This design comes from an exercise in tuning for small area, a short achievable clock period and few clock cycles on the open sky130 flow, not from production work.
At most, simulation tests tie the RTL to the original design; equivalence was not proved.

==> 12-06 <==
Design lufft_rx, start of the top module:
module lufft_rx (
    input  wire        clk,
    input  wire        rst,
    input  wire        start,
    input  wire [2:0]  mode,
    input  wire [15:0] len,
    input  wire [7:0]  ecmd,
    input  wire [7:0]  ever,
    output wire        idle,
    input  wire        in_valid,
    input  wire [7:0]  in_data,
    output wire        in_ready,
    output wire        pay_valid,
    output wire [7:0]  pay_data,
    output reg         ent_valid,
    output wire [63:0] ent_value,
    output wire        ent_recog,
    output wire [1:0]  ent_kind,
    output reg         done,
    output reg  [7:0]  res_err,
    output wire [7:0]  res_len,
    output wire [63:0] res_value,
    output wire        res_recog,
    output wire [1:0]  res_kind
);
Settings: LEC_CHECK=0, CAP_MARGIN=20, CORE_MARGIN=2, CORE_UTILIZATION=60, SETUP_SLACK_MARGIN=5, SLEW_MARGIN=20; clock period 8.5 ns.
standard.sh (not shown) runs the stock make flow with config.mk's settings and CLKGATE_MAP_FILE= SYNTH_SCRIPT=/design/flow/synth_recipe.tcl, a recipe that flattens the netlist after the stock synthesis.
==> flow/flow/run.sh <==
#!/bin/bash
# The standard ORFS flow, with the smallest buffer (buf_1) on the ports
# instead of the one buffer_ports picks by default.
set -euo pipefail
bash standard.sh BUFFER_PORTS_ARGS="-buffer_cell sky130_fd_sc_hd__buf_1" finish > standard.log 2>&1
==> 10-13 (differences from 12-06) <==
==> flow/design.v (replaced) <==
module lufft_rx (
    input  wire        clk,
    input  wire        rst,
    input  wire        start,
    input  wire [2:0]  mode,
    input  wire [15:0] len,
    input  wire [7:0]  ecmd,
    input  wire [7:0]  ever,
    output wire        idle,
    input  wire        in_valid,
    input  wire [7:0]  in_data,
    output wire        in_ready,
    output wire        pay_valid,
    output wire [7:0]  pay_data,
    output reg         ent_valid,
    output wire [63:0] ent_value,
    output wire        ent_recog,
    output wire [1:0]  ent_kind,
    output reg         done,
    output reg  [7:0]  res_err,
    output wire [7:0]  res_len,
    output wire [63:0] res_value,
    output wire        res_recog,
    output wire [1:0]  res_kind
);
    function [15:0] crc_step(input [15:0] c, input [7:0] b);
        integer i;
        reg [15:0] r;
        reg [7:0]  d;
        begin
            r = c;
            d = b;
            for (i = 0; i < 8; i = i + 1) begin
                if (r[0] ^ d[0]) r = (r >> 1) ^ 16'h8408;
                else             r = r >> 1;
                d = d >> 1;
            end
            crc_step = r;
        end
    endfunction
    reg        idle_r;        
    reg        rdy;           
    reg        first;         
    reg        rep;           
    reg [2:0]  md;
    reg [7:0]  x_cmd, x_ver;
    reg        lerr;
    reg [15:0] rem;           
    reg [7:0]  iq;            
    reg        iv;
    reg        f0q;           
    reg        c_lt2;         
    reg        c_neg;         
    reg        c_z;           
    reg        c_le7;         
    reg [2:0]  hidx;          
    reg [39:0] hb;            
    reg [2:0]  dd;            
    reg        pre;           
    reg [3:0]  pos;           
    reg        hdone;         
    reg [15:0] crc;
    reg [2:0]  ecode;         
    reg [7:0]  plen;          
    reg        pshort;        
    reg [8:0]  mk;            
    reg        pwin;          
    reg        ine, ebeg;     
    reg [7:0]  erem;          
    reg [7:0]  m_left;        
    reg        sgn;
    reg        recog;
    reg [1:0]  kind;
    reg [63:0] val;
    wire act  = ~idle_r;
    wire acc  = start & idle_r;
    wire xfer = in_valid & rdy & act;
    wire rem1 = (rem == 16'd1);
    wire ill  = md[2] & (md[1] | md[0]);
    wire nod  = (rem == 16'd0);        
    wire done_d = act & ((xfer & rem1) | (first & (ill | nod)));
    assign idle     = idle_r;
    assign in_ready = rdy;
    wire nv   = iv & act & ~rep;
    wire h6   = nv & (hidx == 3'd6);
    wire       remhi = |rem[15:9];
    wire [8:0] r6    = rem[8:0] - 9'd6;
    wire [8:0] r13   = rem[8:0] - 9'd13;
    wire [8:0] din9  = {1'b0, in_data};
    wire       s_neg = !remhi && (din9 > r6);
    wire       s_z   = !remhi && (din9 == r6);
    wire       s_le7 = !remhi && ((rem[8:0] < 9'd13) || (din9 >= r13));
    wire       lerr6 = c_lt2 || c_neg || lerr;    
    wire       d_z   = c_z;
    wire       d_sm  = c_le7 && !c_z;     
    wire       d_big = !c_le7;
    wire       rst_f = h6 && !d_z;       
    wire [8:0] f0pos = {1'b0, plen} + 9'd14;
    wire       f0in  = (hidx == 3'd7) && !remhi && (rem[8:0] == f0pos);
    wire       f0hit = pre && f0q;
    wire       rp_on = rep && (dd == 3'd0);
    wire [7:0] pb    = rep ? ((hidx == 3'd6) ? plen + 8'd2 : hb[7:0]) : iq;
    wire       fp    = (nv && (!pre || f0hit)) || rp_on;
    wire       pp    = fp && pwin;
    wire rem4    = (rem == 16'd4);
    wire        crc_en = fp && (rem != 16'd0);
    wire [15:0] crc_s  = crc_step(crc, pb);
    wire        crc_ok = crc_en ? (crc_s == 16'd0) : (crc == 16'd0);
    reg        hbad;
    reg [2:0]  hcode;
    always @(*) begin
        hbad  = 1'b0;
        hcode = 3'd0;
        case ({hdone, pos})
            5'd0: begin hbad = (pb != 8'h01); hcode = 3'd2; end
            5'd1: begin hbad = (pb != 8'h10); hcode = 3'd3; end
            5'd7: begin hbad = (pb != 8'h02); hcode = 3'd4; end
            5'd8: begin hbad = (pb != x_cmd); hcode = 3'd5; end
            5'd9: begin hbad = (pb != x_ver); hcode = 3'd6; end
            default: ;
        endcase
    end
    wire m1 = (md == 3'd1), m2 = (md == 3'd2), m3 = (md == 3'd3), m4 = (md == 3'd4);
    wire known = (pb[7:3] == 5'b00010);
    reg [7:0] wp1;    
    always @(*) begin
        case (pb[2:0])
            3'd0, 3'd1:       wp1 = 8'd2;
            3'd2, 3'd3:       wp1 = 8'd3;
            3'd4, 3'd5, 3'd6: wp1 = 8'd5;
            default:          wp1 = 8'd9;
        endcase
    end
    wire tg    = pp && (pos == 4'd2) && ine;
    wire sbyte = pp && m2 && ebeg && (m_left != 8'd0);
    wire eend  = pp && ine && (erem == 8'd1);
    wire tagbad = known && (erem != wp1);
    wire perr  = (sbyte && (pb < 8'd2)) || (tg && tagbad);
    wire       inv   = (pos >= 4'd3) && (pos <= 4'd10);
    wire       vw    = pp && inv && ((ine && recog) ||
                                     (m3 && pos == 4'd3) || (m4 && pos <= 4'd5));
    wire [2:0] vj    = pos[2:0] - 3'd3;
    wire       fill  = vw && sgn && pb[7];
    wire       vclr  = tg && !known;
    integer k;
    always @(posedge clk) begin
        ent_valid <= 1'b0;
        done      <= done_d;
        first     <= 1'b0;
        if (rdy) begin
            iq  <= in_data;
            iv  <= in_valid & act;
        end
        f0q   <= f0in;
        c_lt2 <= (in_data < 8'd2);
        c_neg <= s_neg;
        c_z   <= s_z;
        c_le7 <= s_le7;
        if (xfer) rem <= rem - 16'd1;
        if (nv && hidx != 3'd7) hidx <= hidx + 3'd1;
        if (nv && hidx != 3'd0 && hidx < 3'd6) hb <= {iq, hb[39:8]};
        if (fp && !hdone) pos <= pos + 4'd1;
        if (crc_en) crc <= crc_s;
        if (fp && ecode == 3'd0 && hbad) ecode <= hcode;
        if (perr && ecode == 3'd0) ecode <= 3'd7;
        if (nv && mk != 9'd0) begin
            mk <= mk - 9'd1;
            if (mk == 9'd1 && iq != 8'h03) lerr <= 1'b1;
        end
        if (f0hit && nv) pre <= 1'b0;
        if (h6) begin
            plen <= iq - 8'd2;
            dd   <= rem[2:0] - iq[2:0] - 3'd6;      
            mk   <= {1'b0, iq} + 9'd2;
            case (md)
                3'd1:       pshort <= (iq < 8'd5);
                3'd2, 3'd3: pshort <= (iq < 8'd4);
                3'd4:       pshort <= (iq < 8'd6);
                default:    pshort <= 1'b0;
            endcase
            if (lerr6) lerr <= 1'b1;
            if (rst_f) begin
                pos   <= 4'd0;
                crc   <= 16'hFFFF;
                ecode <= 3'd0;
            end
            if (!lerr6 && d_sm) begin
                rep  <= 1'b1;
                rdy  <= 1'b0;
                hidx <= 3'd1;
            end
            if (!lerr6 && d_big) pre <= 1'b1;
        end
        if (rep) begin
            if (dd != 3'd0) dd <= dd - 3'd1;
            hb   <= {iq, hb[39:8]};
            hidx <= hidx + 3'd1;
            if (hidx == 3'd6) begin
                rep  <= 1'b0;
                rdy  <= 1'b1;
                hidx <= 3'd7;
            end
        end
        if (fp && !hdone && pos == 4'd9) begin
            hdone <= 1'b1;
            pwin <= (plen != 8'd0);
            pos   <= (m3 || m4) ? 4'd2 : 4'd0;
            ine  <= m1;
            erem <= plen;
            ebeg <= 1'b0;
            sgn  <= 1'b0;
        end
        if (pp) begin
            if (rem4) pwin <= 1'b0;
            if (pos != 4'd15) pos <= pos + 4'd1;
            if (m2 && !ine && !ebeg && pos == 4'd1) begin
                m_left <= pb;
                ebeg   <= 1'b1;
            end
            if (sbyte) begin
                erem <= pb;
                pos   <= 4'd1;
                ine  <= 1'b1;
                ebeg <= 1'b0;
            end
            if (ine) erem <= erem - 8'd1;
            if (eend) begin
                ine       <= 1'b0;
                ent_valid <= m2;
                ebeg      <= 1'b1;
                m_left    <= m_left - 8'd1;
            end
        end
        if (tg) begin
            recog <= known;
            kind  <= (pb == 8'h16) ? 2'd1 : (pb == 8'h17) ? 2'd2 : 2'd0;
            sgn   <= known && pb[0] && !(pb[2] && pb[1]);
        end
        for (k = 0; k < 8; k = k + 1) begin
            if (vclr || (vw && vj <= k))
                val[k*8 +: 8] <= (vw && vj == k) ? pb : {8{fill}};
        end
        if (ill)                    res_err <= 8'h30;
        else if (nod)               res_err <= 8'h01;
        else if (lerr)              res_err <= 8'h10;
        else if (!crc_ok)           res_err <= 8'h11;
        else if (ecode != 3'd0)     res_err <= {5'b00010, ecode};
        else if (pshort || (m2 && m_left != 8'd0)) res_err <= 8'h17;
        else                        res_err <= 8'h00;
        if (acc) begin
            idle_r <= 1'b0;
            first  <= 1'b1;
            md     <= mode;
            x_cmd  <= ecmd;
            x_ver  <= ever;
            rem    <= len;
            lerr   <= (len < 16'd14);
            hidx   <= 3'd0;
            pos    <= 4'd0;
            hdone  <= 1'b0;
            pre    <= 1'b0;
            crc    <= 16'hFFFF;
            ecode  <= 3'd0;
            mk     <= 9'd0;
            pwin   <= 1'b0;
        end
        if (done_d) idle_r <= 1'b1;
        if (rst) begin
            idle_r    <= 1'b1;
            rdy       <= 1'b1;
            rep       <= 1'b0;
            first     <= 1'b0;
            done      <= 1'b0;
            ent_valid <= 1'b0;
            iv        <= 1'b0;
        end
    end
    assign pay_valid = iv & pwin;
    assign pay_data  = iq;
    assign ent_value = val;
    assign ent_recog = recog;
    assign ent_kind  = kind;
    assign res_len   = plen;
    assign res_value = val;
    assign res_recog = recog;
    assign res_kind  = kind;
endmodule
==> flow/flow/run.sh (replaced) <==
#!/bin/bash
set -euo pipefail
bash standard.sh BUFFER_PORTS_ARGS="-buffer_cell sky130_fd_sc_hd__buf_1" SETUP_SLACK_MARGIN=5.5 finish > standard.log 2>&1
==> run summary <==
Flip-flop and latch count: 12-06 is higher than 10-13 (3).
In 10-13 the setup slack is better than in 12-06, by 0.35 ns.
Of 12-06 and 10-13, 12-06 has the higher worst hold slack (gap 0.0048 ns).
Between 12-06 and 10-13, the lower via count is in 10-13 (gap 0.80%, measured against 10-13).
12-06 passed the timing, DRC and antenna checks. 10-13 finished clean.
In 12-06 the cell area is lower than in 10-13, by 3.0%.
Of 10-13 and 12-06, 12-06 has the higher global-route usage (gap 0.84 points).
Testbench counts of 12-06, summed over its fixed seeds: cycles 15,909.
No functional check of the RTL was part of 10-13.

[what the ideal ports hide]
Ports are ideal in the flow. The routed layouts listed here were re-timed in OpenROAD. Step 1 assumes that a clkbuf_16 drives the clock port and a buf_2 every other input. Step 2 moves the port delays by t, midway between the first and last clock arrival at a register: inputs arrive t later, outputs are due t later. That takes back most of the time a late clock gives input paths. a / b / c = ideal ports / drivers / drivers and shift; a / b = the first two.
run	t (ns)	setup slack, ns	worst setup path after step 2
12-06	0.575	5.157 / 5.157 / 5.100	input to register
10-13	0.573	5.502 / 5.451 / 5.010	input to register
After both steps setup and hold are still met in every run listed. For 10-13, which loses most, drivers alone change the setup slack by -0.051 ns; drivers and shift together by -0.492 ns.
